Source: an optimization exercise on an open RTL-to-GDS flow (aim: small area, a short achievable clock period and few clock cycles). Production flows keep margins and buffers that such runs may drop. Where RTL was checked, it was by simulation tests only, not by an equivalence proof against the original. Only the layout flow was run in runs 1 and 2; the RTL was not checked for function there.

**flow/config.mk**
```make
export PLATFORM = sky130hd
export DESIGN_NAME = css_disckey
export DESIGN_NICKNAME = css_disckey
export VERILOG_FILES = /design/flow/design.v
export SDC_FILE = /design/flow/constraint.sdc
export NUM_CORES = 4
export LEC_CHECK = 0
export CAP_MARGIN = 20
export CORE_MARGIN = 2
export CORE_UTILIZATION = 40
export PLACE_DENSITY = 0.6
export SETUP_SLACK_MARGIN = 3.1
export SLEW_MARGIN = 20
export SYNTH_HIERARCHICAL = 1
export SYNTH_MINIMUM_KEEP_SIZE = 100
```
**flow/constraint.sdc**
```tcl
create_clock -name core_clock -period 6.0 [get_ports {clk}]
set_input_delay 1.2000 -clock core_clock [delete_from_list [all_inputs] [get_ports {clk}]]
set_output_delay 1.2000 -clock core_clock [all_outputs]
set_load 0.01 [all_outputs]
```
**flow/design.v**
```verilog
module css_t1 (
    input  wire [7:0] a,
    output wire [7:0] t1
);
    wire x07 = a[7] ^ (a[5] | a[4]);
    wire x11 = a[1] & a[0];
    wire x12 = a[2] ^ x11;
    wire x14 = a[6] ^ (a[5] & a[4]);
    wire x18 = a[3] ^ x11;
    wire x21 = a[5] & ~a[4];
    assign t1[0] = ~x18;
    assign t1[1] = ~x14;
    assign t1[2] = (~a[5] | (t1[0] & (~a[6] | a[4]))) & (a[6] | x18 | x21);
    assign t1[3] = (a[3] | x14) ^ (a[1] & (~a[0] | x14));
    assign t1[4] = ~x12;
    assign t1[5] = ~x07;
    assign t1[6] = (a[2] | x07) ^ (a[0] & (~a[1] | x07));
    assign t1[7] = (t1[4] | a[7] | x21) & (~a[7] | ~a[5] | a[4]) & (a[4] | x12);
endmodule
module css_disckey (
    input  wire        clk,
    input  wire        rst,         
    input  wire        start,
    output wire        ready,
    output wire [8:0]  slot_addr,
    input  wire [39:0] slot_data,
    output wire        done,
    output wire        found,
    output wire [39:0] disc_key
);
    localparam [15:0] KL0_0 = 16'hDFDC;
    localparam [15:0] KL0_1 = 16'hDDFE;
    localparam [15:0] KL0_2 = 16'h7701;
    localparam [15:0] KL0_3 = 16'h3D3C;
    localparam [15:0] KL0_4 = 16'h6779;
    localparam [15:0] KL0_5 = 16'hCB55;
    localparam [15:0] KL0_6 = 16'hB240;
    localparam [15:0] KL0_7 = 16'h02FC;
    localparam [15:0] KL0_8 = 16'h75B3;
    localparam [15:0] KL0_9 = 16'hD75F;
    localparam [15:0] KL0_10 = 16'hB941;
    localparam [15:0] KL0_11 = 16'h2581;
    localparam [15:0] KL0_12 = 16'hC5DC;
    localparam [15:0] KL0_13 = 16'h148F;
    localparam [15:0] KL0_14 = 16'hD020;
    localparam [15:0] KL0_15 = 16'h2811;
    localparam [15:0] KL0_16 = 16'h8F1A;
    localparam [15:0] KL0_17 = 16'h95F6;
    localparam [15:0] KL0_18 = 16'h4E29;
    localparam [15:0] KL0_19 = 16'hC0B9;
    localparam [15:0] KL0_20 = 16'h88C2;
    localparam [15:0] KL0_21 = 16'h5CF6;
    localparam [15:0] KL0_22 = 16'hEFED;
    localparam [15:0] KL0_23 = 16'hF5C0;
    localparam [15:0] KL0_24 = 16'hEF95;
    localparam [15:0] KL0_25 = 16'h34A9;
    localparam [15:0] KL0_26 = 16'h104F;
    localparam [15:0] KL0_27 = 16'h7470;
    localparam [15:0] KL0_28 = 16'hE7E4;
    localparam [15:0] KL0_29 = 16'hCB7E;
    localparam [15:0] KL0_30 = 16'hCC9E;
    localparam [15:0] KL0_31 = 16'hA6C5;
    localparam [15:0] KL0_32 = 16'h9850;
    localparam [15:0] KL0_33 = 16'hC4EA;
    localparam [15:0] KL0_34 = 16'h0E38;
    localparam [15:0] KL0_35 = 16'h9CAC;
    localparam [15:0] KL0_36 = 16'h1DB9;
    localparam [15:0] KL0_37 = 16'hFC9F;
    localparam [15:0] KL0_38 = 16'h8A6F;
    localparam [15:0] KL0_39 = 16'h0A04;
    localparam [15:0] KL1_0 = 16'h7879;
    localparam [15:0] KL1_1 = 16'h8CBD;
    localparam [15:0] KL1_2 = 16'h0853;
    localparam [15:0] KL1_3 = 16'h7E72;
    localparam [15:0] KL1_4 = 16'h0FFC;
    localparam [15:0] KL1_5 = 16'hA18D;
    localparam [15:0] KL1_6 = 16'h9479;
    localparam [15:0] KL1_7 = 16'h2BC6;
    localparam [15:0] KL1_8 = 16'h9137;
    localparam [15:0] KL1_9 = 16'hCA3B;
    localparam [15:0] KL1_10 = 16'h404B;
    localparam [15:0] KL1_11 = 16'h63E8;
    localparam [15:0] KL1_12 = 16'h8C08;
    localparam [15:0] KL1_13 = 16'h536D;
    localparam [15:0] KL1_14 = 16'h07FE;
    localparam [15:0] KL1_15 = 16'h7F46;
    localparam [15:0] KL1_16 = 16'h7089;
    localparam [15:0] KL1_17 = 16'hF4A7;
    localparam [15:0] KL1_18 = 16'h1C95;
    localparam [15:0] KL1_19 = 16'h9BEB;
    localparam [15:0] KL1_20 = 16'h80A5;
    localparam [15:0] KL1_21 = 16'h4D8A;
    localparam [15:0] KL1_22 = 16'h9FBE;
    localparam [15:0] KL1_23 = 16'hFFE6;
    localparam [15:0] KL1_24 = 16'hE402;
    localparam [15:0] KL1_25 = 16'h3377;
    localparam [15:0] KL1_26 = 16'hE044;
    localparam [15:0] KL1_27 = 16'h0B81;
    localparam [15:0] KL1_28 = 16'h7B77;
    localparam [15:0] KL1_29 = 16'h6A1F;
    localparam [15:0] KL1_30 = 16'h22FE;
    localparam [15:0] KL1_31 = 16'hC342;
    localparam [15:0] KL1_32 = 16'hE410;
    localparam [15:0] KL1_33 = 16'h2788;
    localparam [15:0] KL1_34 = 16'h7725;
    localparam [15:0] KL1_35 = 16'hB767;
    localparam [15:0] KL1_36 = 16'h3BE3;
    localparam [15:0] KL1_37 = 16'h6110;
    localparam [15:0] KL1_38 = 16'h8F9E;
    localparam [15:0] KL1_39 = 16'hCF0D;
    wire [15:0] qoh_w;
    wire [39:0] kp_tab0 = {|(KL0_39 & qoh_w), |(KL0_38 & qoh_w), |(KL0_37 & qoh_w), |(KL0_36 & qoh_w), |(KL0_35 & qoh_w), |(KL0_34 & qoh_w), |(KL0_33 & qoh_w), |(KL0_32 & qoh_w), |(KL0_31 & qoh_w), |(KL0_30 & qoh_w), |(KL0_29 & qoh_w), |(KL0_28 & qoh_w), |(KL0_27 & qoh_w), |(KL0_26 & qoh_w), |(KL0_25 & qoh_w), |(KL0_24 & qoh_w), |(KL0_23 & qoh_w), |(KL0_22 & qoh_w), |(KL0_21 & qoh_w), |(KL0_20 & qoh_w), |(KL0_19 & qoh_w), |(KL0_18 & qoh_w), |(KL0_17 & qoh_w), |(KL0_16 & qoh_w), |(KL0_15 & qoh_w), |(KL0_14 & qoh_w), |(KL0_13 & qoh_w), |(KL0_12 & qoh_w), |(KL0_11 & qoh_w), |(KL0_10 & qoh_w), |(KL0_9 & qoh_w), |(KL0_8 & qoh_w), |(KL0_7 & qoh_w), |(KL0_6 & qoh_w), |(KL0_5 & qoh_w), |(KL0_4 & qoh_w), |(KL0_3 & qoh_w), |(KL0_2 & qoh_w), |(KL0_1 & qoh_w), |(KL0_0 & qoh_w)};
    wire [39:0] kp_tab1 = {|(KL1_39 & qoh_w), |(KL1_38 & qoh_w), |(KL1_37 & qoh_w), |(KL1_36 & qoh_w), |(KL1_35 & qoh_w), |(KL1_34 & qoh_w), |(KL1_33 & qoh_w), |(KL1_32 & qoh_w), |(KL1_31 & qoh_w), |(KL1_30 & qoh_w), |(KL1_29 & qoh_w), |(KL1_28 & qoh_w), |(KL1_27 & qoh_w), |(KL1_26 & qoh_w), |(KL1_25 & qoh_w), |(KL1_24 & qoh_w), |(KL1_23 & qoh_w), |(KL1_22 & qoh_w), |(KL1_21 & qoh_w), |(KL1_20 & qoh_w), |(KL1_19 & qoh_w), |(KL1_18 & qoh_w), |(KL1_17 & qoh_w), |(KL1_16 & qoh_w), |(KL1_15 & qoh_w), |(KL1_14 & qoh_w), |(KL1_13 & qoh_w), |(KL1_12 & qoh_w), |(KL1_11 & qoh_w), |(KL1_10 & qoh_w), |(KL1_9 & qoh_w), |(KL1_8 & qoh_w), |(KL1_7 & qoh_w), |(KL1_6 & qoh_w), |(KL1_5 & qoh_w), |(KL1_4 & qoh_w), |(KL1_3 & qoh_w), |(KL1_2 & qoh_w), |(KL1_1 & qoh_w), |(KL1_0 & qoh_w)};
    reg         busy;
    reg  [8:0]  addr_r;       
    reg         pres_val;     
    reg         pres_bub;     
    reg  [15:0] qoh;          
    reg         s0_ver, s0_val, s0_bub, s0_end, s0_last;
    reg         s1_ver;
    reg         v1, n1, l1, v2, n2, l2, v3, n3, l3;   
    reg         pend1;        
    reg         late;         
    reg         done_r, found_r;
    reg  [39:0] vc;           
    reg  [39:0] r4c0;         
    reg  [39:0] r4c1;         
    assign qoh_w = qoh;
    wire [39:0] kp0 = kp_tab0;
    wire [39:0] kp1 = kp_tab1;
    wire [39:0] e = slot_data;
    wire [39:0] te;
    genvar g;
    generate
        for (g = 0; g < 5; g = g + 1) begin : g_t1e
            css_t1 u (.a(e[8*g +: 8]), .t1(te[8*g +: 8]));
        end
    endgenerate
    wire [39:0] base = {te[39:8] ^ e[31:0], te[7:0]};
    wire [39:0] dd0, c30, c31;
    wire [4:0]  eq0, eq1;
    css_lane u_l0 (.clk(clk), .kp(kp0), .base(base), .vc(vc), .dd(dd0), .c3(c30), .eqb(eq0));
    css_lane u_l1 (.clk(clk), .kp(kp1), .base(base), .vc(vc), .dd(),    .c3(c31), .eqb(eq1));
    wire        hit0 = v3 && (&eq0);
    wire        hit1 = v3 && (&eq1);
    wire        fin  = !done_r && (late || (v3 && (hit0 || (n3 && l3 && !pend1 && !hit1))));
    always @(posedge clk) begin
        r4c0 <= late ? r4c1 : c30;
        if (!pend1) r4c1 <= c31;
        if (s1_ver) vc <= dd0;
    end
    always @(posedge clk) begin
        if (rst) begin
            busy     <= 1'b0;
            addr_r   <= 9'd0;
            pres_val <= 1'b0;
            pres_bub <= 1'b0;
            qoh      <= 16'd0;
            s0_ver   <= 1'b0;
            s1_ver   <= 1'b0;
            s0_val   <= 1'b0;
            s0_bub   <= 1'b0;
            s0_end   <= 1'b0;
            s0_last  <= 1'b0;
            v1 <= 1'b0; n1 <= 1'b0; l1 <= 1'b0;
            v2 <= 1'b0; n2 <= 1'b0; l2 <= 1'b0;
            v3 <= 1'b0; n3 <= 1'b0; l3 <= 1'b0;
            pend1    <= 1'b0;
            late     <= 1'b0;
            done_r   <= 1'b0;
            found_r  <= 1'b0;
        end else begin
            done_r  <= fin;
            if (fin) found_r <= late || hit0;
            late    <= !done_r && v3 && n3 && !hit0 && (pend1 || hit1);
            if (hit1) pend1 <= 1'b1;
            if (v3 && n3) pend1 <= 1'b0;
            s0_ver  <= 1'b0;
            s1_ver  <= s0_ver;
            s0_val  <= pres_val;
            s0_bub  <= pres_bub;
            s0_end  <= pres_val && (addr_r == 9'd408);
            s0_last <= qoh[15];
            v1 <= s0_val; n1 <= s0_end; l1 <= s0_last;
            v2 <= v1;     n2 <= n1;     l2 <= l1;
            v3 <= v2;     n3 <= n2;     l3 <= l2;
            if (s0_ver) qoh <= 16'd1;
            if (s0_bub) qoh <= {qoh[14:0], 1'b0};
            if (pres_val) begin
                if (addr_r == 9'd408) begin
                    pres_val <= 1'b0;
                    pres_bub <= !qoh[15];
                end else begin
                    addr_r <= addr_r + 9'd1;
                end
            end else if (pres_bub) begin
                pres_bub <= 1'b0;
                pres_val <= 1'b1;
                addr_r   <= 9'd1;
            end
            if (!busy) begin
                pend1 <= 1'b0;
                if (start) begin
                    busy     <= 1'b1;
                    s0_ver   <= 1'b1;
                    pres_val <= 1'b1;
                    pres_bub <= 1'b0;
                    addr_r   <= 9'd1;
                    qoh      <= 16'd0;
                end
            end else if (done_r) begin
                busy     <= 1'b0;
                addr_r   <= 9'd0;
                pres_val <= 1'b0;
                pres_bub <= 1'b0;
                s0_val   <= 1'b0;
                s0_bub   <= 1'b0;
                s0_end   <= 1'b0;
                v1 <= 1'b0; v2 <= 1'b0; v3 <= 1'b0;
                n1 <= 1'b0; n2 <= 1'b0; n3 <= 1'b0;
                pend1    <= 1'b0;
                late     <= 1'b0;
            end
        end
    end
    assign ready     = !busy;
    assign slot_addr = addr_r;
    assign done      = done_r;
    assign found     = found_r;
    assign disc_key  = r4c0;
endmodule
module css_lane (
    input  wire        clk,
    input  wire [39:0] kp,      
    input  wire [39:0] base,    
    input  wire [39:0] vc,      
    output wire [39:0] dd,      
    output wire [39:0] c3,      
    output wire [4:0]  eqb      
);
    reg  [39:0] r1;           
    reg  [39:0] r2;           
    reg  [39:0] r3s;          
    reg  [4:1]  r3y;          
    reg  [39:0] r3c;          
    wire [39:0] d1 = kp ^ base;
    wire [39:0] cand;
    css_mix u_mix (.r1(r1), .kp(kp), .dd(dd), .cand(cand));
    wire [39:0] bsum;
    wire [4:1]  by;
    css_key u_key (.ck(r2), .s(bsum), .y(by));
    css_vfy u_vfy (.s(r3s), .y(r3y), .cand(r3c), .vc(vc), .eqb(eqb));
    assign c3 = r3c;
    always @(posedge clk) begin
        r1  <= d1;
        r2  <= cand;
        r3s <= bsum;
        r3y <= by;
        r3c <= r2;
    end
endmodule
module css_mix (
    input  wire [39:0] r1,
    input  wire [39:0] kp,
    output wire [39:0] dd,
    output wire [39:0] cand
);
    assign dd = {r1[39:8], r1[7:0] ^ r1[39:32]};
    wire [39:0] td;
    genvar g;
    generate
        for (g = 0; g < 5; g = g + 1) begin : g_t1d
            css_t1 u (.a(dd[8*g +: 8]), .t1(td[8*g +: 8]));
        end
    endgenerate
    assign cand = td ^ (kp ^ {dd[31:0], 8'd0});
endmodule
module css_key (
    input  wire [39:0] ck,
    output wire [39:0] s,
    output wire [4:1]  y
);
    wire [39:0] ka, kb;
    css_ks u_ks (.ck(ck), .a(ka), .b(kb));
    genvar i, l;
    generate
        for (i = 0; i < 5; i = i + 1) begin : g_bs
            assign s[8*i +: 8] = ka[8*i +: 8] + kb[8*i +: 8];
        end
    endgenerate
    wire [31:0] g0 = ka[31:0] & kb[31:0];
    wire [31:0] p0 = ka[31:0] ^ kb[31:0];
    wire [15:0] g1, p1;
    wire [7:0]  g2, p2;
    wire [3:0]  g3, p3;
    generate
        for (l = 0; l < 16; l = l + 1) begin : g_l1
            assign g1[l] = g0[2*l+1] | (p0[2*l+1] & g0[2*l]);
            assign p1[l] = p0[2*l+1] & p0[2*l];
        end
        for (l = 0; l < 8; l = l + 1) begin : g_l2
            assign g2[l] = g1[2*l+1] | (p1[2*l+1] & g1[2*l]);
            assign p2[l] = p1[2*l+1] & p1[2*l];
        end
        for (l = 0; l < 4; l = l + 1) begin : g_l3
            assign g3[l] = g2[2*l+1] | (p2[2*l+1] & g2[2*l]);
            assign p3[l] = p2[2*l+1] & p2[2*l];
        end
    endgenerate
    assign y[1] = g3[0];
    assign y[2] = g3[1] | (p3[1] & g3[0]);
    assign y[3] = g3[2] | (p3[2] & g3[1]) | (p3[2] & p3[1] & g3[0]);
    assign y[4] = (g3[3] | (p3[3] & g3[2])) | ((p3[3] & p3[2]) & (g3[1] | (p3[1] & g3[0])));
endmodule
module css_vfy (
    input  wire [39:0] s,
    input  wire [4:1]  y,
    input  wire [39:0] cand,
    input  wire [39:0] vc,
    output wire [4:0]  eqb
);
    wire [39:0] dl;           
    assign dl[7:0] = 8'd0;
    genvar i, j;
    generate
        for (i = 1; i < 5; i = i + 1) begin : g_dl
            assign dl[8*i] = y[i];
            for (j = 1; j < 8; j = j + 1) begin : g_b
                assign dl[8*i + j] = y[i] & (&s[8*i +: j]);
            end
        end
    endgenerate
    wire [39:0] sv = s ^ vc;                                    
    wire [39:0] dv;                                             
    assign dv[39:8] = sv[39:8] ^ dl[39:8];
    assign dv[7:0]  = (sv[7:0] ^ s[39:32]) ^ dl[39:32];
    wire [39:0] ew;
    assign ew[7:0]   = s[7:0] ^ cand[7:0];
    assign ew[15:8]  = s[15:8] ^ (sv[7:0] ^ s[39:32]) ^ cand[15:8];
    assign ew[39:16] = s[39:16] ^ sv[31:8] ^ cand[39:16];
    wire [39:0] want;
    assign want[7:0]   = ew[7:0];
    assign want[15:8]  = ew[15:8] ^ (dl[15:8] ^ dl[39:32]);
    assign want[39:16] = ew[39:16] ^ (dl[39:16] ^ dl[31:8]);
    wire [39:0] tv;
    generate
        for (i = 0; i < 5; i = i + 1) begin : g_t1v
            css_t1 u (.a(dv[8*i +: 8]), .t1(tv[8*i +: 8]));
            assign eqb[i] = (tv[8*i +: 8] == want[8*i +: 8]);
        end
    endgenerate
endmodule
module css_ks (
    input  wire [39:0] ck,
    output wire [39:0] a,
    output wire [39:0] b
);
    wire x40 = ck[2] ^ ck[12];
    wire x41 = ck[1] ^ ck[11];
    wire x42 = ck[0] ^ ck[10];
    wire x43 = ck[9] ^ ck[15];
    wire x44 = ck[8] ^ ck[14];
    wire x45 = ck[7] ^ x40;
    wire x46 = ck[6] ^ x41;
    wire x47 = ck[4] ^ x43;
    wire x48 = ck[5] ^ x42;
    wire x49 = ck[3] ^ x44;
    wire x50 = ck[13] ^ x48;
    wire x51 = x45 ^ x47;
    wire x52 = x46 ^ x49;
    wire x53 = ck[26] ^ ck[35];
    wire x54 = ck[36] ^ ck[39];
    wire x55 = ck[19] ^ ck[28];
    wire x56 = ck[20] ^ ck[29];
    wire x57 = ck[21] ^ ck[30];
    wire x58 = ck[22] ^ ck[31];
    wire x59 = ck[23] ^ ck[27];
    wire x60 = ck[23] ^ ck[32];
    wire x61 = ck[24] ^ ck[33];
    wire x62 = ck[25] ^ ck[34];
    wire x63 = ck[27] ^ ck[30];
    wire x64 = ck[13] ^ x52;
    wire x65 = ck[18] ^ ck[25];
    wire x66 = ck[26] ^ ck[29];
    wire x67 = ck[32] ^ ck[36];
    wire x68 = ck[33] ^ ck[37];
    wire x69 = ck[34] ^ ck[38];
    wire x70 = ck[22] ^ x53;
    wire x71 = ck[28] ^ x56;
    wire x72 = ck[31] ^ x60;
    wire x73 = ck[35] ^ x54;
    wire x74 = ck[0] ^ ck[13];
    wire x75 = ck[1] ^ ck[14];
    wire x76 = ck[2] ^ ck[15];
    wire x77 = ck[16] ^ ck[17];
    wire x78 = ck[16] ^ ck[24];
    wire x79 = ck[16] ^ ck[31];
    wire x80 = ck[17] ^ ck[18];
    wire x81 = ck[17] ^ ck[24];
    wire x82 = ck[28] ^ ck[34];
    wire x83 = ck[29] ^ ck[35];
    wire x84 = ck[13] ^ x42;
    wire x85 = ck[19] ^ x60;
    wire x86 = ck[20] ^ x61;
    wire x87 = ck[21] ^ x62;
    wire x88 = ck[25] ^ x81;
    wire x89 = ck[27] ^ x55;
    wire x90 = ck[33] ^ x57;
    wire x91 = ck[34] ^ x58;
    wire x92 = x53 ^ x69;
    wire x93 = x54 ^ x59;
    wire x94 = x57 ^ x66;
    wire x95 = x58 ^ x63;
    wire x96 = x59 ^ x78;
    wire x97 = x61 ^ x67;
    wire x98 = x62 ^ x68;
    wire x99 = x70 ^ x93;
    wire x100 = ck[27] ^ x73;
    wire x101 = ck[35] ^ x72;
    wire x102 = ck[30] ^ x91;
    wire x103 = ck[29] ^ x90;
    wire x104 = ck[32] ^ x71;
    wire x105 = ck[31] ^ x89;
    wire x106 = ck[26] ^ x63;
    wire x107 = x65 ^ x66;
    wire x108 = ck[28] ^ x88;
    wire x109 = ck[38] ^ x70;
    wire x110 = x87 ^ x109;
    wire x111 = ck[37] ^ x86;
    wire x112 = x87 ^ x111;
    wire x113 = ck[36] ^ x85;
    wire x114 = x86 ^ x113;
    wire x115 = ck[35] ^ x58;
    wire x116 = x85 ^ x115;
    wire x117 = ck[18] ^ x57;
    wire x118 = x91 ^ x117;
    wire x119 = x56 ^ x80;
    wire x120 = x90 ^ x119;
    wire x121 = ck[32] ^ x55;
    wire x122 = x56 ^ x77;
    wire x123 = x121 ^ x122;
    wire x124 = x55 ^ x79;
    wire x125 = x73 ^ x124;
    wire x126 = ck[18] ^ ck[30];
    wire x127 = x54 ^ x69;
    wire x128 = x126 ^ x127;
    wire x129 = ck[38] ^ x68;
    wire x130 = x80 ^ x83;
    wire x131 = x129 ^ x130;
    wire x132 = ck[37] ^ x67;
    wire x133 = x77 ^ x82;
    wire x134 = x132 ^ x133;
    wire x135 = ck[33] ^ ck[39];
    wire x136 = x79 ^ x135;
    wire x137 = ck[32] ^ ck[38];
    wire x138 = x63 ^ x137;
    wire x139 = x73 ^ x138;
    wire x140 = ck[29] ^ ck[31];
    wire x141 = ck[37] ^ x140;
    wire x142 = x92 ^ x141;
    wire x143 = ck[28] ^ ck[30];
    wire x144 = ck[36] ^ x143;
    wire x145 = x98 ^ x144;
    wire x146 = ck[27] ^ x83;
    wire x147 = x97 ^ x146;
    wire x148 = x53 ^ x82;
    wire x149 = x72 ^ x148;
    wire x150 = ck[33] ^ x62;
    wire x151 = x95 ^ x150;
    wire x152 = ck[32] ^ x61;
    wire x153 = x94 ^ x152;
    wire x154 = ck[25] ^ x71;
    wire x155 = x72 ^ x154;
    wire x156 = ck[24] ^ x55;
    wire x157 = x95 ^ x156;
    wire x158 = x59 ^ x94;
    wire x159 = ck[22] ^ ck[26];
    wire x160 = x65 ^ x159;
    wire x161 = x71 ^ x160;
    wire x162 = ck[21] ^ x88;
    wire x163 = x89 ^ x162;
    wire x164 = ck[20] ^ ck[26];
    wire x165 = x96 ^ x164;
    wire x166 = ck[19] ^ x65;
    wire x167 = x99 ^ x166;
    wire x168 = ck[15] ^ x40;
    wire x169 = ck[14] ^ x41;
    wire x170 = x40 ^ x43;
    wire x171 = x41 ^ x44;
    wire x172 = x43 ^ x45;
    wire x173 = x44 ^ x46;
    wire x174 = ck[2] ^ x50;
    wire x175 = ck[1] ^ x51;
    wire x176 = ck[0] ^ x52;
    wire x177 = ck[15] ^ x50;
    wire x178 = ck[14] ^ x51;
    wire x179 = x40 ^ x50;
    wire x180 = x41 ^ x51;
    wire x181 = x42 ^ x52;
    wire x182 = x43 ^ x50;
    wire x183 = x44 ^ x51;
    wire x184 = x45 ^ x50;
    wire x185 = x46 ^ x51;
    wire x186 = x48 ^ x52;
    wire x187 = x47 ^ x50;
    wire x188 = x49 ^ x51;
    wire x189 = ck[2] ^ ck[13];
    wire x190 = x52 ^ x189;
    wire x191 = ck[1] ^ x45;
    wire x192 = x50 ^ x191;
    wire x193 = ck[0] ^ x46;
    wire x194 = x51 ^ x193;
    wire x195 = x48 ^ x76;
    wire x196 = x52 ^ x195;
    wire x197 = x47 ^ x75;
    wire x198 = x50 ^ x197;
    wire x199 = x49 ^ x74;
    wire x200 = x51 ^ x199;
    wire x201 = ck[12] ^ ck[13];
    wire x202 = ck[15] ^ x201;
    wire x203 = x52 ^ x202;
    wire x204 = ck[11] ^ ck[14];
    wire x205 = x45 ^ x204;
    wire x206 = x50 ^ x205;
    wire x207 = ck[10] ^ ck[13];
    wire x208 = x46 ^ x207;
    wire x209 = x51 ^ x208;
    assign a[0] = x100;
    assign a[1] = x92;
    assign a[2] = x98;
    assign a[3] = x97;
    assign a[4] = x101;
    assign a[5] = x102;
    assign a[6] = x103;
    assign a[7] = x104;
    assign a[8] = x105;
    assign a[9] = ~x106;
    assign a[10] = x107;
    assign a[11] = x108;
    assign a[12] = x96;
    assign a[13] = x99;
    assign a[14] = x110;
    assign a[15] = x112;
    assign a[16] = x114;
    assign a[17] = ~x116;
    assign a[18] = ~x118;
    assign a[19] = x120;
    assign a[20] = x123;
    assign a[21] = ~x125;
    assign a[22] = ~x128;
    assign a[23] = x131;
    assign a[24] = x134;
    assign a[25] = x136;
    assign a[26] = x139;
    assign a[27] = x142;
    assign a[28] = x145;
    assign a[29] = x147;
    assign a[30] = x149;
    assign a[31] = x151;
    assign a[32] = x153;
    assign a[33] = x155;
    assign a[34] = x157;
    assign a[35] = ~x158;
    assign a[36] = x161;
    assign a[37] = x163;
    assign a[38] = ~x165;
    assign a[39] = x167;
    assign b[0] = x76;
    assign b[1] = x75;
    assign b[2] = x74;
    assign b[3] = x168;
    assign b[4] = x169;
    assign b[5] = x84;
    assign b[6] = x170;
    assign b[7] = x171;
    assign b[8] = ~x84;
    assign b[9] = x172;
    assign b[10] = x173;
    assign b[11] = ~x50;
    assign b[12] = x51;
    assign b[13] = x52;
    assign b[14] = ~x174;
    assign b[15] = x175;
    assign b[16] = x176;
    assign b[17] = ~x177;
    assign b[18] = x178;
    assign b[19] = x64;
    assign b[20] = ~x179;
    assign b[21] = x180;
    assign b[22] = x181;
    assign b[23] = ~x182;
    assign b[24] = x183;
    assign b[25] = ~x64;
    assign b[26] = ~x184;
    assign b[27] = x185;
    assign b[28] = x186;
    assign b[29] = ~x187;
    assign b[30] = x188;
    assign b[31] = ~x190;
    assign b[32] = ~x192;
    assign b[33] = x194;
    assign b[34] = x196;
    assign b[35] = ~x198;
    assign b[36] = x200;
    assign b[37] = ~x203;
    assign b[38] = ~x206;
    assign b[39] = x209;
endmodule
```
**flow/flow/run.sh**
```bash
#!/bin/bash
set -euo pipefail
export BUFFER_PORTS_ARGS="-buffer_cell sky130_fd_sc_hd__buf_2"
bash standard.sh > standard.log 2>&1
```
**flow/standard.sh**
```bash
#!/bin/bash
# synth_recipe.tcl (not shown) runs the flow's synth.tcl, then flattens the netlist and writes it again
# the make line also repeats each setting of config.mk as NAME=value (left out here)
make -C /OpenROAD-flow-scripts/flow DESIGN_CONFIG=/design/flow/config.mk WORK_HOME=/design/flow/orfs CLKGATE_MAP_FILE= SYNTH_SCRIPT=/design/flow/synth_recipe.tcl "${@:-finish}"
```
==> results of run 1 <==
per-layer routing:
layer | global-route usage | up-vias | part of all wire
met5 | 0 | - | 0.00010
met3 | 0.04455 | 288 | 0.081
met1 | 0.3544 | 12650 | 0.43
met2 | 0.3904 | 1243 | 0.43
li1 | - | 12240 | -
met4 | 0.1313 | 2 | 0.056
through the flow:
| step | std cells | setup WS, ps | hold slack, ps | area, um2 |
|---|---|---|---|---|
| global route | 4773 | 2412 | 369.9 | 39670 |
| CTS | 4743 | 2697 | 357.5 | 39030 |
| detailed placement | 4514 | 2124 | 354.5 | 34610 |
| floorplan | 3553 | 2655 | 325.8 | 34410 |
| global placement | 4514 | 2219 | 348.7 | 34600 |
| finish | 4776 | 2507 | 356.7 | 39680 |
final cells by class:
| class | instances | area (um2) | share of cell area |
|---|---|---|---|
| Clock inverter | 32 | 415.4 | 0.01047 |
| Tap cell | 1144 | 1431 | 0.03608 |
| Clock buffer | 76 | 1630 | 0.04109 |
| Timing Repair Buffer | 250 | 1718 | 0.04330 |
| Sequential cell | 495 | 10940 | 0.2757 |
| Inverter | 90 | 345.3 | 0.008704 |
| Multi-Input combinational cell | 2686 | 23190 | 0.5845 |
| Antenna cell | 3 | 7.507 | 0.0001892 |
path summary, 6_finish.rpt:
kind | end | slack, ps | cells past startpoint
min | u_l1.r3c[5]$_DFF_P_ | 360 | 0
min reg2reg | u_l1.r3c[5]$_DFF_P_ | 360 | 0
max | done_r$_SDFF_PP0_ | 2510 | 13
max reg2reg | done_r$_SDFF_PP0_ | 2510 | 13
worst register-to-register path, delay by kind of cell, from the launching register on:
kind	cells	cell delay, ps
buffers and inverters	2	360
and+or+nand+nor	5	1430
xor gates and xnor gates	2	310
AOI/OAI and AO/OA	4	820
DFF	1	440
timing repair:
item / in CTS / in global routing
hold buffers: 0 / 0
setup buffers: 121 / 30
endpoints found under the hold margin: 0 / 0
gates resized for setup: 341 / 75
pin swaps: 95 / 39
endpoints found under the setup margin: 56 / 20
==> run summary, run 1 <==
- Status: timing/DRC/antenna clean
- Post-Syn Area: 34310 um2
- Sinks on Clock Net: 495
- Post-detailed-route wirelength per cell: 24.55 um
- TritonCTS clock tree: built
- Hold WC Path Type: flop to flop
- H-Tree Level Count: 2
- Count of fill cells added during filler insertion: 8002
- Normalized max-slew margin: 0.2592
- Antenna violations before repair: 11
- Warnings from Yosys: 8
- Critical path buffer and inverter count: 2
- Worst-path fanout max: 4
- CP Launch Point: vc[33]$_DFFE_PP_
- Max Slew Vio Count: 0
- Wire length of the first global-routing pass: 169400 um
- CP peak stage delay: 520 ps
- Number of core rows: 107
- HPWL after detailed placement: 92490 um
- Starting utilization of the core area: 0.4029
- Origin of the critical flop-to-flop path: vc[33]$_DFFE_PP_
- Number of global-route vias before repair: 25170
- Tightest Pin Transition: 1103 ps
- Clock transition time at the flip-flop clock pins of the worst setup and hold paths: 60 ps
- Hold Path Origin: u_l1.r2[5]$_DFF_P_
- Crit start category: flop
- Die W: 296.9 um
- Clock root buffer: sky130_fd_sc_hd__clkbuf_16
- Net total in the final layout: 3713
- DRC violations left: 0
- Total wirelength of the detailed-routed design: 117300 um
- Data required time at the worst endpoint: 6530 ps
- Number of CTS-inserted buffers: 57
- Ratio of final minimum period to clock period: 0.5822
- Type of destination of the critical path: flop
- Final TNS setup: 0 ps
- Unrepaired setup endpoints after global routing: true
- Worst-path cell chain: buf_6, xnor2_4, and3_4, or4_4, and2_4, o32ai_4, xnor2_1, o21ai_0, nor4_2, a31oi_1, buf_4, a311oi_2, nor4_1
- Synthesized Nets: 3686
- Number of DRC markers in iteration 0: 2592
- Number of vias per cell: 5.533
- P&R area growth vs syn: 15.64%
- Time the final worst path needs with I/O delays and setup: 3493 ps
- Most frequent cells in the layout: sky130_fd_sc_hd__xnor2_1 (641), sky130_fd_sc_hd__dfxtp_1 (318), sky130_fd_sc_hd__xor2_1 (280)
- Final Hold Vio Count: 0
- Number of nets still failing antenna checks after routing: 0
- Kind of cell adding the most delay to the critical path: simple AND/OR/NAND/NOR gates
- Length of the first detailed-routing pass in iterations: 6
- Port Buffer Count: 94
- Commonest non-fill, non-tap cell in the layout: sky130_fd_sc_hd__xnor2_1
- Mapped Cells: 3553
- Buffers from clock root to sink, at most: 3
- Category of the most critical setup path: flop to flop
- Clock latency at the later pin of the worst-skew pair: 660 ps
- Overall die height: 296.9 um
- Setup violation total in the final timing report: 0
- Post-layout util: 0.4660
- Total GRT Usage: 0.2585
- Achievable frequency: 286.3 MHz
- Data arrival time of the worst path: 4020 ps
- RD Place Congestion: 1.008
- I/O Pins: 95
- Number of vias in the routed layout: 26430
- Core area: 85150 um2
- Maximum number of pins on one net before global-route repair: 44
- Reported max-cap violation count: 0
- Area of the die: 88130 um2
- Ratio of cells with drive above 1 in the final layout: 0.2287
- Congestion Overflow GR: 0
- Slowest stage cell, crit path: sky130_fd_sc_hd__or4_4
- Worst setup skew after layout: 54.65 ps
- Average size of a mapped cell: 9.656 um2
==> inputs of run 2 (changes only) <==
--- a/flow/design.v
+++ b/flow/design.v
@@ -244,29 +244,8 @@
     reg  [4:1]  r3y;          
     reg  [39:0] r3c;          
+    genvar g;
     wire [39:0] d1 = kp ^ base;
-    wire [39:0] cand;
-    css_mix u_mix (.r1(r1), .kp(kp), .dd(dd), .cand(cand));
-    wire [39:0] bsum;
-    wire [4:1]  by;
-    css_key u_key (.ck(r2), .s(bsum), .y(by));
-    css_vfy u_vfy (.s(r3s), .y(r3y), .cand(r3c), .vc(vc), .eqb(eqb));
-    assign c3 = r3c;
-    always @(posedge clk) begin
-        r1  <= d1;
-        r2  <= cand;
-        r3s <= bsum;
-        r3y <= by;
-        r3c <= r2;
-    end
-endmodule
-module css_mix (
-    input  wire [39:0] r1,
-    input  wire [39:0] kp,
-    output wire [39:0] dd,
-    output wire [39:0] cand
-);
     assign dd = {r1[39:8], r1[7:0] ^ r1[39:32]};
     wire [39:0] td;
-    genvar g;
     generate
         for (g = 0; g < 5; g = g + 1) begin : g_t1d
@@ -274,17 +253,11 @@
         end
     endgenerate
-    assign cand = td ^ (kp ^ {dd[31:0], 8'd0});
-endmodule
-module css_key (
-    input  wire [39:0] ck,
-    output wire [39:0] s,
-    output wire [4:1]  y
-);
+    wire [39:0] cand = kp ^ td ^ {dd[31:0], 8'd0};
     wire [39:0] ka, kb;
-    css_ks u_ks (.ck(ck), .a(ka), .b(kb));
-    genvar i, l;
+    css_ks u_ks (.ck(r2), .a(ka), .b(kb));
+    wire [8:0]  bs [0:4];     
     generate
-        for (i = 0; i < 5; i = i + 1) begin : g_bs
-            assign s[8*i +: 8] = ka[8*i +: 8] + kb[8*i +: 8];
+        for (g = 0; g < 5; g = g + 1) begin : g_bs
+            assign bs[g] = {1'b0, ka[8*g +: 8]} + {1'b0, kb[8*g +: 8]};
         end
     endgenerate
@@ -295,59 +268,61 @@
     wire [3:0]  g3, p3;
     generate
-        for (l = 0; l < 16; l = l + 1) begin : g_l1
-            assign g1[l] = g0[2*l+1] | (p0[2*l+1] & g0[2*l]);
-            assign p1[l] = p0[2*l+1] & p0[2*l];
-        end
-        for (l = 0; l < 8; l = l + 1) begin : g_l2
-            assign g2[l] = g1[2*l+1] | (p1[2*l+1] & g1[2*l]);
-            assign p2[l] = p1[2*l+1] & p1[2*l];
-        end
-        for (l = 0; l < 4; l = l + 1) begin : g_l3
-            assign g3[l] = g2[2*l+1] | (p2[2*l+1] & g2[2*l]);
-            assign p3[l] = p2[2*l+1] & p2[2*l];
-        end
-    endgenerate
-    assign y[1] = g3[0];
-    assign y[2] = g3[1] | (p3[1] & g3[0]);
-    assign y[3] = g3[2] | (p3[2] & g3[1]) | (p3[2] & p3[1] & g3[0]);
-    assign y[4] = (g3[3] | (p3[3] & g3[2])) | ((p3[3] & p3[2]) & (g3[1] | (p3[1] & g3[0])));
-endmodule
-module css_vfy (
-    input  wire [39:0] s,
-    input  wire [4:1]  y,
-    input  wire [39:0] cand,
-    input  wire [39:0] vc,
-    output wire [4:0]  eqb
-);
-    wire [39:0] dl;           
-    assign dl[7:0] = 8'd0;
-    genvar i, j;
-    generate
-        for (i = 1; i < 5; i = i + 1) begin : g_dl
-            assign dl[8*i] = y[i];
-            for (j = 1; j < 8; j = j + 1) begin : g_b
-                assign dl[8*i + j] = y[i] & (&s[8*i +: j]);
-            end
-        end
-    endgenerate
-    wire [39:0] sv = s ^ vc;                                    
-    wire [39:0] dv;                                             
-    assign dv[39:8] = sv[39:8] ^ dl[39:8];
-    assign dv[7:0]  = (sv[7:0] ^ s[39:32]) ^ dl[39:32];
-    wire [39:0] ew;
-    assign ew[7:0]   = s[7:0] ^ cand[7:0];
-    assign ew[15:8]  = s[15:8] ^ (sv[7:0] ^ s[39:32]) ^ cand[15:8];
-    assign ew[39:16] = s[39:16] ^ sv[31:8] ^ cand[39:16];
-    wire [39:0] want;
-    assign want[7:0]   = ew[7:0];
-    assign want[15:8]  = ew[15:8] ^ (dl[15:8] ^ dl[39:32]);
-    assign want[39:16] = ew[39:16] ^ (dl[39:16] ^ dl[31:8]);
+        for (g = 0; g < 16; g = g + 1) begin : g_l1
+            assign g1[g] = g0[2*g+1] | (p0[2*g+1] & g0[2*g]);
+            assign p1[g] = p0[2*g+1] & p0[2*g];
+        end
+        for (g = 0; g < 8; g = g + 1) begin : g_l2
+            assign g2[g] = g1[2*g+1] | (p1[2*g+1] & g1[2*g]);
+            assign p2[g] = p1[2*g+1] & p1[2*g];
+        end
+        for (g = 0; g < 4; g = g + 1) begin : g_l3
+            assign g3[g] = g2[2*g+1] | (p2[2*g+1] & g2[2*g]);
+            assign p3[g] = p2[2*g+1] & p2[2*g];
+        end
+    endgenerate
+    wire [4:1] by;            
+    assign by[1] = g3[0];
+    assign by[2] = g3[1] | (p3[1] & g3[0]);
+    assign by[3] = g3[2] | (p3[2] & g3[1]) | (p3[2] & p3[1] & g3[0]);
+    assign by[4] = (g3[3] | (p3[3] & g3[2])) | ((p3[3] & p3[2]) & (g3[1] | (p3[1] & g3[0])));
+    wire [39:0] bsum = {bs[4][7:0], bs[3][7:0], bs[2][7:0], bs[1][7:0], bs[0][7:0]};
+    wire [4:1] y = r3y;
+    wire [39:0] kv;
+    assign kv[7:0] = r3s[7:0];
+    generate
+        for (g = 1; g < 5; g = g + 1) begin : g_inc
+            assign kv[8*g +: 8] = r3s[8*g +: 8] + {7'd0, y[g]};
+        end
+    endgenerate
+    wire [39:0] dv;
+    assign dv[39:8] = kv[39:8] ^ vc[39:8];
+    assign dv[7:0]  = kv[7:0] ^ kv[39:32] ^ vc[7:0];
     wire [39:0] tv;
     generate
-        for (i = 0; i < 5; i = i + 1) begin : g_t1v
-            css_t1 u (.a(dv[8*i +: 8]), .t1(tv[8*i +: 8]));
-            assign eqb[i] = (tv[8*i +: 8] == want[8*i +: 8]);
+        for (g = 0; g < 5; g = g + 1) begin : g_t1v
+            css_t1 u (.a(dv[8*g +: 8]), .t1(tv[8*g +: 8]));
         end
     endgenerate
+    wire [39:0] want = kv ^ {dv[31:0], 8'd0} ^ r3c;    
+    generate
+        for (g = 0; g < 5; g = g + 1) begin : g_eq
+            css_eq8 u (.a(tv[8*g +: 8]), .b(want[8*g +: 8]), .eq(eqb[g]));
+        end
+    endgenerate
+    assign c3 = r3c;
+    always @(posedge clk) begin
+        r1  <= d1;
+        r2  <= cand;
+        r3s <= bsum;
+        r3y <= by;
+        r3c <= r2;
+    end
+endmodule
+module css_eq8 (
+    input  wire [7:0] a,
+    input  wire [7:0] b,
+    output wire       eq
+);
+    assign eq = (a == b);
 endmodule
 module css_ks (
--- a/flow/config.mk
+++ b/flow/config.mk
@@ -13,3 +13,2 @@
 export SLEW_MARGIN = 20
 export SYNTH_HIERARCHICAL = 1
-export SYNTH_MINIMUM_KEEP_SIZE = 100
==> run 2 against run 1 <==
Effect of this change: still clean on timing, DRC and antenna; clock-buffer cell count decreased by 12; setup slack better by 200 ps; die area down 7.3%; worst hold slack gained 15 ps; utilization is 1.2 points higher; non-clock buffer count shrank 33; register-to-register slack improved by 200 ps; cell area decreased by 5.1%; first-iteration DRC count is 14% lower; global-route usage shrank 1.8 points.
==> run summary, run 2 <==
- Status: timing/DRC/antenna clean (unchanged)
- Synthesized Nets: 3337 (was 3686)
- Clock transition time at the flip-flop clock pins of the worst setup and hold paths: 60 ps (about the same)
- Sinks on Clock Net: 495 (unchanged)
- Data required time at the worst endpoint: 6550 ps (was 6530 ps)
- HPWL after detailed placement: 79410 um (was 92490 um)
- Clock latency at the later pin of the worst-skew pair: 630 ps (was 660 ps)
- TritonCTS clock tree: built (unchanged)
- Slowest stage cell, crit path: sky130_fd_sc_hd__or3_4 (was sky130_fd_sc_hd__or4_4)
- Final hold slack: 371.4 ps (was 356.7 ps)
- Number of vias per cell: 5.450 (was 5.533)
- Most frequent cells in the layout: sky130_fd_sc_hd__xnor2_1 (531), sky130_fd_sc_hd__xor2_1 (331), sky130_fd_sc_hd__dfxtp_1 (330) (was sky130_fd_sc_hd__xnor2_1 (641), sky130_fd_sc_hd__dfxtp_1 (318), sky130_fd_sc_hd__xor2_1 (280))
- Final TNS setup: 0 ps (unchanged)
- Unrepaired setup endpoints after global routing: true (unchanged)
- Normalized max-slew margin: 0.1708 (was 0.2592)
- CP peak stage delay: 360 ps (was 520 ps)
- Data arrival time of the worst path: 3840 ps (was 4020 ps)
- Port Buffer Count: 94 (unchanged)
- Length of the first detailed-routing pass in iterations: 6 (unchanged)
- Number of vias in the routed layout: 23590 (was 26430)
- Wire length of the first global-routing pass: 146700 um (was 169400 um)
- Commonest non-fill, non-tap cell in the layout: sky130_fd_sc_hd__xnor2_1 (unchanged)
- Core area: 78870 um2 (was 85150 um2)
- Finished Layout Cells: 4329 (was 4776)
- Max Slew Vio Count: 0 (unchanged)
- Number of nets still failing antenna checks after routing: 0 (unchanged)
- Type of destination of the critical path: flop (unchanged)
- Total wirelength of the detailed-routed design: 102400 um (was 117300 um)
- Footprint of the flip-flops and latches: 10890 um2 (was 10940 um2)
- Pre-CTS setup slack: 2255 ps (was 2124 ps)
- Ant diodes: 0 (was 3)
- I/O Pins: 95 (unchanged)
- Worst-path cell chain: ha_4, and3_4, nand2_2, xor2_4, xnor2_2, buf_4, o21ai_0, nand2_1, o2bb2ai_1, xnor2_1, nand4_1, nor2_4, and4_4, a31oi_4, or3_4, nor3_2 (was buf_6, xnor2_4, and3_4, or4_4, and2_4, o32ai_4, xnor2_1, o21ai_0, nor4_2, a31oi_1, buf_4, a311oi_2, nor4_1)
- Ratio of final minimum period to clock period: 0.5486 (was 0.5822)
- Average size of a mapped cell: 9.969 um2 (was 9.656 um2)
- Number of CTS-inserted buffers: 53 (was 57)
- Crit start category: flop (unchanged)
- Total GRT Usage: 0.2409 (was 0.2585)
- Number of DRC markers in iteration 0: 2218 (was 2592)
- Setup WS post-layout: 2709 ps (was 2507 ps)
- CP Launch Point: u_l1.r3s[24]$_DFF_P_ (was vc[33]$_DFFE_PP_)
- Worst setup skew after layout: 30.50 ps (was 54.65 ps)
- RD Place Congestion: 0.9883 (was 1.008)
- Setup violation total in the final timing report: 0 (unchanged)
- Final Hold Vio Count: 0 (unchanged)
- Worst-path fanout max: 3 (was 4)
- Multi-input combinational cell area: 22000 um2 (was 23190 um2)
- Buffers from clock root to sink, at most: 3 (unchanged)
- Reported max-cap violation count: 0 (unchanged)
- DRC violations left: 0 (unchanged)
- Number of core rows: 103 (was 107)
- Antenna violations before repair: 2 (was 11)
- Hold WC Path Type: flop to flop (unchanged)
- Starting utilization of the core area: 0.4029 (about the same)
- Die W: 285.9 um (was 296.9 um)
- Tightest Pin Transition: 1240 ps (was 1103 ps)
- Ratio of cells with drive above 1 in the final layout: 0.2421 (was 0.2287)
- Count of fill cells added during filler insertion: 7230 (was 8002)
- Area of the die: 81720 um2 (was 88130 um2)
- Number of placed instances, taps included: 4109 (was 4514)
- Net total in the final layout: 3386 (was 3713)
- Congestion Overflow GR: 0 (unchanged)
- Clock root buffer: sky130_fd_sc_hd__clkbuf_16 (unchanged)
- Number of global-route vias before repair: 22250 (was 25170)
- Warnings from Yosys: 8 (unchanged)
- Overall die height: 285.9 um (was 296.9 um)
- Achievable frequency: 303.8 MHz (was 286.3 MHz)
- P&R area growth vs syn: 18.51% (was 15.64%)
- Hold Path Origin: u_l1.r2[6]$_DFF_P_ (was u_l1.r2[5]$_DFF_P_)
- Origin of the critical flop-to-flop path: u_l1.r3s[24]$_DFF_P_ (was vc[33]$_DFFE_PP_)
- Time the final worst path needs with I/O delays and setup: 3291 ps (was 3493 ps)
- Post-Syn Area: 31780 um2 (was 34310 um2)
- Post-detailed-route wirelength per cell: 23.66 um (was 24.55 um)
- Category of the most critical setup path: flop to flop (unchanged)
- Mapped Cells: 3188 (was 3553)
- H-Tree Level Count: 2 (unchanged)
- Maximum number of pins on one net before global-route repair: 44 (unchanged)
==> run 2: routing by layer <==
layer,global-route usage,wire [um],up-vias
li1,-,-,11070
met1,0.3367,45240,11290
met2,0.3661,44860,994
met3,0.03557,7533,232
met4,0.1114,4796,2
met5,0,10,-
==> run 2: path summary, 6_finish.rpt <==
| path | endpoint | slack (ps) | depth (start not counted) |
|---|---|---|---|
| max reg2reg | late$_SDFF_PP0_ | 2710 | 16 |
| max | late$_SDFF_PP0_ | 2710 | 16 |
| min | u_l1.r3c[6]$_DFF_P_ | 370 | 0 |
| min reg2reg | u_l1.r3c[6]$_DFF_P_ | 370 | 0 |
==> run 2: cell type report <==
| cell class | count | share of cell area |
|---|---|---|
| sequential | 495 | 0.2891 |
| clock buffer | 64 | 0.03830 |
| inverter | 37 | 0.003887 |
| multi-input combinational | 2433 | 0.5842 |
| clock inverter | 33 | 0.009634 |
| timing repair buffer | 217 | 0.04003 |
| tap | 1050 | 0.03488 |
==> run 2: metrics by stage <==
stage | instance area, um2 | util
final | 37660 | 0.4775
after global routing | 37660 | 0.4775
after CTS | 36330 | 0.4606
after detailed placement | 32320 | 0.4098
after global placement | 32320 | 0.4098
after floorplan | 31970 | -
==> run 2: critical path, delay by kind of cell (launching register included) <==
family / cells / cell delay (ps)
buffers and inverters: 1 / 170
AND/OR/NAND/NOR: 8 / 1500
flip-flops: 1 / 340
XOR/XNOR: 3 / 500
adder cells (fa/ha/maj): 1 / 160
AO/OA/AOI/OAI: 3 / 580
==> run 2: repair_timing <==
item | in CTS | in global routing
pin swaps | 66 | 88
setup buffers | 65 | 56
cloned | 0 | 2
hold buffers | 0 | 0
resized for setup | 304 | 162
endpoints found under the setup margin | 39 | 22
hold endpoints to repair | 0 | 0
==> inputs of run 3 (changes only) <==
--- a/flow/design.v
+++ b/flow/design.v
@@ -117,13 +117,16 @@
     reg         pres_bub;     
     reg  [15:0] qoh;          
+    reg         kodd;         
     reg         s0_ver, s0_val, s0_bub, s0_end, s0_last;
     reg         s1_ver;
-    reg         v1, n1, l1, v2, n2, l2, v3, n3, l3;   
+    reg         v1, n1, l1, v2, n2, l2, v3, n3, l3, v4, n4, l4;   
+    reg  [8:0]  s4;           
+    reg         adv;          
     reg         pend1;        
-    reg         late;         
+    reg  [8:0]  slot1;        
+    reg         rp1, rp2, rp3, rp4;   
     reg         done_r, found_r;
     reg  [39:0] vc;           
-    reg  [39:0] r4c0;         
-    reg  [39:0] r4c1;         
+    reg  [4:0]  r4e0, r4e1;   
     assign qoh_w = qoh;
     wire [39:0] kp0 = kp_tab0;
@@ -138,15 +141,20 @@
     endgenerate
     wire [39:0] base = {te[39:8] ^ e[31:0], te[7:0]};
-    wire [39:0] dd0, c30, c31;
+    wire [39:0] dd0, c20, c21, c30;
     wire [4:0]  eq0, eq1;
-    css_lane u_l0 (.clk(clk), .kp(kp0), .base(base), .vc(vc), .dd(dd0), .c3(c30), .eqb(eq0));
-    css_lane u_l1 (.clk(clk), .kp(kp1), .base(base), .vc(vc), .dd(),    .c3(c31), .eqb(eq1));
-    wire        hit0 = v3 && (&eq0);
-    wire        hit1 = v3 && (&eq1);
-    wire        fin  = !done_r && (late || (v3 && (hit0 || (n3 && l3 && !pend1 && !hit1))));
+    css_lane u_l0 (.clk(clk), .kp(kp0), .base(base), .vc(vc), .c3in(kodd ? c21 : c20),
+                   .dd(dd0), .c2(c20), .c3(c30), .eqb(eq0));
+    css_lane u_l1 (.clk(clk), .kp(kp1), .base(base), .vc(vc), .c3in(c21),
+                   .dd(),    .c2(c21), .c3(),    .eqb(eq1));
+    wire        hit0  = v4 && (&r4e0);
+    wire        hit1  = v4 && (&r4e1);
+    wire        rep   = !rp1 && !rp2 && !rp3 && !rp4 && !done_r && v4 && (hit0 || (n4 && (pend1 || hit1)));
+    wire        nf    = !done_r && v4 && n4 && l4 && !hit0 && !hit1 && !pend1;
+    wire [15:0] q4    = adv ? {1'b0, qoh[15:1]} : qoh;
     always @(posedge clk) begin
-        r4c0 <= late ? r4c1 : c30;
-        if (!pend1) r4c1 <= c31;
+        r4e0 <= eq0;
+        r4e1 <= eq1;
         if (s1_ver) vc <= dd0;
+        if (hit1 && !pend1) slot1 <= s4;
     end
     always @(posedge clk) begin
@@ -157,4 +165,5 @@
             pres_bub <= 1'b0;
             qoh      <= 16'd0;
+            kodd     <= 1'b0;
             s0_ver   <= 1'b0;
             s1_ver   <= 1'b0;
@@ -166,14 +175,21 @@
             v2 <= 1'b0; n2 <= 1'b0; l2 <= 1'b0;
             v3 <= 1'b0; n3 <= 1'b0; l3 <= 1'b0;
+            v4 <= 1'b0; n4 <= 1'b0; l4 <= 1'b0;
+            s4       <= 9'd1;
+            adv      <= 1'b0;
             pend1    <= 1'b0;
-            late     <= 1'b0;
+            rp1      <= 1'b0;
+            rp2      <= 1'b0;
+            rp3      <= 1'b0;
+            rp4      <= 1'b0;
             done_r   <= 1'b0;
             found_r  <= 1'b0;
         end else begin
-            done_r  <= fin;
-            if (fin) found_r <= late || hit0;
-            late    <= !done_r && v3 && n3 && !hit0 && (pend1 || hit1);
-            if (hit1) pend1 <= 1'b1;
-            if (v3 && n3) pend1 <= 1'b0;
+            done_r  <= rp4 || nf;
+            found_r <= rp4;
+            rp2     <= rp1;
+            rp3     <= rp2;
+            rp4     <= rp3;
+            rp1     <= 1'b0;
             s0_ver  <= 1'b0;
             s1_ver  <= s0_ver;
@@ -185,6 +201,12 @@
             v2 <= v1;     n2 <= n1;     l2 <= l1;
             v3 <= v2;     n3 <= n2;     l3 <= l2;
+            v4 <= v3;     n4 <= n3;     l4 <= l3;
             if (s0_ver) qoh <= 16'd1;
             if (s0_bub) qoh <= {qoh[14:0], 1'b0};
+            if (s0_bub) adv <= 1'b1;
+            if (v4) s4 <= n4 ? 9'd1 : s4 + 9'd1;
+            if (v4 && n4) adv <= 1'b0;
+            if (hit1) pend1 <= 1'b1;
+            if (v4 && n4) pend1 <= 1'b0;
             if (pres_val) begin
                 if (addr_r == 9'd408) begin
@@ -200,5 +222,4 @@
             end
             if (!busy) begin
-                pend1 <= 1'b0;
                 if (start) begin
                     busy     <= 1'b1;
@@ -208,4 +229,8 @@
                     addr_r   <= 9'd1;
                     qoh      <= 16'd0;
+                    kodd     <= 1'b0;
+                    s4       <= 9'd1;
+                    adv      <= 1'b0;
+                    pend1    <= 1'b0;
                 end
             end else if (done_r) begin
@@ -217,8 +242,20 @@
                 s0_bub   <= 1'b0;
                 s0_end   <= 1'b0;
-                v1 <= 1'b0; v2 <= 1'b0; v3 <= 1'b0;
-                n1 <= 1'b0; n2 <= 1'b0; n3 <= 1'b0;
+                v1 <= 1'b0; v2 <= 1'b0; v3 <= 1'b0; v4 <= 1'b0;
+                n1 <= 1'b0; n2 <= 1'b0; n3 <= 1'b0; n4 <= 1'b0;
+                pend1    <= 1'b0;
+            end else if (rep) begin
+                rp1      <= 1'b1;
+                addr_r   <= hit0 ? s4 : (pend1 ? slot1 : s4);
+                qoh      <= q4;
+                kodd     <= !hit0;
+                pres_val <= 1'b0;
+                pres_bub <= 1'b0;
+                s0_val   <= 1'b0;
+                s0_bub   <= 1'b0;
+                s0_end   <= 1'b0;
+                v1 <= 1'b0; v2 <= 1'b0; v3 <= 1'b0; v4 <= 1'b0;
+                n1 <= 1'b0; n2 <= 1'b0; n3 <= 1'b0; n4 <= 1'b0;
                 pend1    <= 1'b0;
-                late     <= 1'b0;
             end
         end
@@ -228,5 +265,5 @@
     assign done      = done_r;
     assign found     = found_r;
-    assign disc_key  = r4c0;
+    assign disc_key  = c30;
 endmodule
 module css_lane (
@@ -235,5 +272,7 @@
     input  wire [39:0] base,    
     input  wire [39:0] vc,      
+    input  wire [39:0] c3in,    
     output wire [39:0] dd,      
+    output wire [39:0] c2,      
     output wire [39:0] c3,      
     output wire [4:0]  eqb      
@@ -242,5 +281,6 @@
     reg  [39:0] r2;           
     reg  [39:0] r3s;          
-    reg  [4:1]  r3y;          
+    reg  [3:0]  r3g;          
+    reg  [3:1]  r3p;          
     reg  [39:0] r3c;          
     genvar g;
@@ -257,35 +297,17 @@
     css_ks u_ks (.ck(r2), .a(ka), .b(kb));
     wire [8:0]  bs [0:4];     
+    wire [4:0]  bp;           
     generate
         for (g = 0; g < 5; g = g + 1) begin : g_bs
             assign bs[g] = {1'b0, ka[8*g +: 8]} + {1'b0, kb[8*g +: 8]};
+            assign bp[g] = &(ka[8*g +: 8] ^ kb[8*g +: 8]);
         end
     endgenerate
-    wire [31:0] g0 = ka[31:0] & kb[31:0];
-    wire [31:0] p0 = ka[31:0] ^ kb[31:0];
-    wire [15:0] g1, p1;
-    wire [7:0]  g2, p2;
-    wire [3:0]  g3, p3;
-    generate
-        for (g = 0; g < 16; g = g + 1) begin : g_l1
-            assign g1[g] = g0[2*g+1] | (p0[2*g+1] & g0[2*g]);
-            assign p1[g] = p0[2*g+1] & p0[2*g];
-        end
-        for (g = 0; g < 8; g = g + 1) begin : g_l2
-            assign g2[g] = g1[2*g+1] | (p1[2*g+1] & g1[2*g]);
-            assign p2[g] = p1[2*g+1] & p1[2*g];
-        end
-        for (g = 0; g < 4; g = g + 1) begin : g_l3
-            assign g3[g] = g2[2*g+1] | (p2[2*g+1] & g2[2*g]);
-            assign p3[g] = p2[2*g+1] & p2[2*g];
-        end
-    endgenerate
-    wire [4:1] by;            
-    assign by[1] = g3[0];
-    assign by[2] = g3[1] | (p3[1] & g3[0]);
-    assign by[3] = g3[2] | (p3[2] & g3[1]) | (p3[2] & p3[1] & g3[0]);
-    assign by[4] = (g3[3] | (p3[3] & g3[2])) | ((p3[3] & p3[2]) & (g3[1] | (p3[1] & g3[0])));
     wire [39:0] bsum = {bs[4][7:0], bs[3][7:0], bs[2][7:0], bs[1][7:0], bs[0][7:0]};
-    wire [4:1] y = r3y;
+    wire [4:1] y;
+    assign y[1] = r3g[0];
+    assign y[2] = r3g[1] | (r3p[1] & r3g[0]);
+    assign y[3] = r3g[2] | (r3p[2] & r3g[1]) | (r3p[2] & r3p[1] & r3g[0]);
+    assign y[4] = r3g[3] | (r3p[3] & r3g[2]) | (r3p[3] & r3p[2] & r3g[1]) | (r3p[3] & r3p[2] & r3p[1] & r3g[0]);
     wire [39:0] kv;
     assign kv[7:0] = r3s[7:0];
@@ -310,4 +332,5 @@
         end
     endgenerate
+    assign c2 = r2;
     assign c3 = r3c;
     always @(posedge clk) begin
@@ -315,6 +338,7 @@
         r2  <= cand;
         r3s <= bsum;
-        r3y <= by;
-        r3c <= r2;
+        r3g <= {bs[3][8], bs[2][8], bs[1][8], bs[0][8]};
+        r3p <= bp[3:1];
+        r3c <= c3in;
     end
 endmodule
==> run 3 against run 2 <==
Effect of this change: critical path depth is 5 lower; via count is 2.5% higher; fmax is 13% higher; critical endpoint is now u_l1.r3g[2]$_DFF_P_; largest cell class unchanged.
==> run summary, run 3 <==
- Maximum number of pins on one net before global-route repair: 42 (was 44)
- Status: timing/DRC/antenna clean (unchanged)
- Post-Syn Area: 32290 um2 (was 31780 um2)
- Count of fill cells added during filler insertion: 7488 (was 7230)
- Normalized max-slew margin: 0.2782 (was 0.1708)
- Clock transition time at the flip-flop clock pins of the worst setup and hold paths: 60 ps (about the same)
- Average size of a mapped cell: 9.592 um2 (was 9.969 um2)
- Max Slew Vio Count: 0 (unchanged)
- Number of DRC markers in iteration 0: 2140 (was 2218)
- Total GRT Usage: 0.2440 (was 0.2409)
- CP Launch Point: u_l1.r2[32]$_DFF_P_ (was u_l1.r3s[24]$_DFF_P_)
- Most frequent cells in the layout: sky130_fd_sc_hd__xnor2_1 (539), sky130_fd_sc_hd__dfxtp_1 (347), sky130_fd_sc_hd__xor2_1 (338) (was sky130_fd_sc_hd__xnor2_1 (531), sky130_fd_sc_hd__xor2_1 (331), sky130_fd_sc_hd__dfxtp_1 (330))
- Synthesized Nets: 3517 (was 3337)
- RD Place Congestion: 0.9902 (was 0.9883)
- Origin of the critical flop-to-flop path: u_l1.r2[32]$_DFF_P_ (was u_l1.r3s[24]$_DFF_P_)
- Antenna violations before repair: 0 (was 2)
- Type of destination of the critical path: flop (unchanged)
- Commonest non-fill, non-tap cell in the layout: sky130_fd_sc_hd__xnor2_1 (unchanged)
- DRC violations left: 0 (unchanged)
- Number of CTS-inserted buffers: 51 (was 53)
- Post-detailed-route wirelength per cell: 23.16 um (was 23.66 um)
- Mapped Cells: 3367 (was 3188)
- Tightest Pin Transition: 1079 ps (was 1240 ps)
- Sinks on Clock Net: 457 (was 495)
- Area of the die: 83020 um2 (was 81720 um2)
- I/O Pins: 95 (unchanged)
- HPWL after detailed placement: 82450 um (was 79410 um)
- Core area: 80290 um2 (was 78870 um2)
- Setup violation total in the final timing report: 0 (unchanged)
- Worst Reg2Reg Path Length in Cells: 11 (was 16)
- Overall die height: 288.1 um (was 285.9 um)
- Cells on Worst Hold Path: 0 (unchanged)
- Wire length of the first global-routing pass: 150800 um (was 146700 um)
- P&R area growth vs syn: 13.99% (was 18.51%)
- Buffers from clock root to sink, at most: 3 (unchanged)
- Final Hold Vio Count: 0 (unchanged)
- Worst-path fanout max: 8 (was 3)
- Unrepaired setup endpoints after global routing: true (unchanged)
- Ratio of cells with drive above 1 in the final layout: 0.2019 (was 0.2421)
- Port Buffer Count: 94 (unchanged)
- Data arrival time of the worst path: 3440 ps (was 3840 ps)
- Total wirelength of the detailed-routed design: 103400 um (was 102400 um)
- Hold WC Path Type: flop to flop (unchanged)
- Crit start category: flop (unchanged)
- Reported max-cap violation count: 0 (unchanged)
- Worst setup skew after layout: 19.56 ps (was 30.50 ps)
- TritonCTS clock tree: built (unchanged)
- Length of the first detailed-routing pass in iterations: 5 (was 6)
- Clock latency at the later pin of the worst-skew pair: 630 ps (about the same)
- Starting utilization of the core area: 0.4022 (was 0.4029)
- Warnings from Yosys: 8 (unchanged)
- Time the final worst path needs with I/O delays and setup: 2921 ps (was 3291 ps)
- Congestion Overflow GR: 0 (unchanged)
- Category of the most critical setup path: flop to flop (unchanged)
- Ratio of final minimum period to clock period: 0.4868 (was 0.5486)
- Number of vias per cell: 5.418 (was 5.450)
- Number of core rows: 104 (was 103)
- CTS Hold Bufs: 0 (unchanged)
- H-Tree Level Count: 2 (unchanged)
- Final TNS setup: 0 ps (unchanged)
- Number of nets still failing antenna checks after routing: 0 (unchanged)
- Number of global-route vias before repair: 23080 (was 22250)
- Achievable frequency: 342.4 MHz (was 303.8 MHz)
- Net total in the final layout: 3510 (was 3386)
- Hold Path Origin: u_l1.r2[6]$_DFF_P_ (unchanged)
- Clock root buffer: sky130_fd_sc_hd__clkbuf_16 (unchanged)
- Data required time at the worst endpoint: 6510 ps (was 6550 ps)
- Number of vias in the routed layout: 24190 (was 23590)
- Die W: 288.1 um (was 285.9 um)
-- run 3: cell types whose count changed in the layout (fill, tap and decap cells not counted), moves of 19 or more --
| cell | change |
|---|---|
| sky130_fd_sc_hd__nor2b_1 | +19 |
| sky130_fd_sc_hd__edfxtp_1 | -31 |
| sky130_fd_sc_hd__nand3_1 | +29 |
| sky130_fd_sc_hd__nor2_1 | +27 |
| sky130_fd_sc_hd__mux2i_1 | +28 |
| sky130_fd_sc_hd__inv_1 | +54 |
| sky130_fd_sc_hd__buf_4 | -25 |
-- run 3: area by class of cell --
type,count,area (um2),share of cell area
timing repair buffer,183,1175,0.03191
clock buffer,68,1400,0.03803
multi-input combinational,2576,22480,0.6105
tap,1060,1326,0.03603
antenna,1,2.502,0.00006798
inverter,91,341.6,0.009279
sequential,457,9766,0.2653
clock inverter,28,326.6,0.008871
-- run 3: final timing paths --
path                         end  slack [ps]
max          u_l1.r3g[2]$_DFF_P_        3080
min          u_l1.r3c[6]$_DFF_P_         390
max reg2reg  u_l1.r3g[2]$_DFF_P_        3080
min reg2reg  u_l1.r3c[6]$_DFF_P_         390
-- run 3: stage by stage --
step	instance area, um2	util	hold slack, ps	setup slack [ps]	instances
3_3_place_gp	32660	0.4068	404.5	2531	4286
2_1_floorplan	32330	-	340.9	3089	3367
6_report	36810	0.4585	390.9	3079	4464
3_5_place_dp	32660	0.4068	404.9	2476	4286
5_1_grt	36810	0.4585	390.2	2917	4463
4_1_cts	35530	0.4426	413.0	2949	4407
-- run 3: timing repair --
action / 4_1_cts / 5_1_grt
resized for setup: 171 / 153
cloned: 0 / 3
setup buffers: 25 / 53
setup endpoints to repair: 53 / 42
pin swaps: 29 / 60
-- run 3: layer usage --
layer | global-route usage | wire [um] | vias to the layer above
met3 | 0.03633 | 6933 | 211
met2 | 0.3790 | 45760 | 903
met4 | 0.1057 | 5008 | 0
met1 | 0.3369 | 45680 | 11600
li1 | - | - | 11480
met5 | 0 | 0 | -
-- run 3: worst max-delay path, stage by stage (launching register included) --
cell and delay, ps:
sky130_fd_sc_hd__dfxtp_2 510, sky130_fd_sc_hd__xnor3_1 520, sky130_fd_sc_hd__xnor2_2 340, sky130_fd_sc_hd__xor2_1 130, sky130_fd_sc_hd__ha_1 240, sky130_fd_sc_hd__inv_1 80, sky130_fd_sc_hd__fa_2 210, sky130_fd_sc_hd__inv_1 40
sky130_fd_sc_hd__a21o_1 200, sky130_fd_sc_hd__a21oi_4 200, sky130_fd_sc_hd__nor2_1 70, sky130_fd_sc_hd__a211o_1 260
Testbench counts of run 3, summed over its fixed seeds: cycles 138,914.

==> re-timing with driven ports <==
The results above use ideal ports. As a check the final layouts listed here were re-extracted and re-timed, cells and wires unchanged.
Step 1 sets driving cells, clkbuf_16 on the clock port and buf_2 on the other inputs (assumed; they add their load-dependent delay and slew).
Step 2 adds t to the input delays and takes it off the output delays; t is the mean of the earliest and latest rising clock arrival at the registers after step 1. Input paths then give back, and output paths get back, about the clock's delay inside the block.
a / b / c = no drivers / after step 1 / after step 2; a / b = the first two.
| run | t (ns) | setup WS [ns] | worst slew at a driven data input, ns |
|---|---|---|---|
| run 1 | 0.704 | 2.507 / 2.507 / 2.507 | 0.03 |
| run 2 | 0.680 | 2.709 / 2.709 / 2.709 | 0.03 |
| run 3 | 0.687 | 3.079 / 3.079 / 2.898 | 0.05 |
After both steps every run listed still meets setup and hold. The setup slack of run 3, which loses most, moves by 0.000 ns with the drivers and by -0.181 ns with both steps.
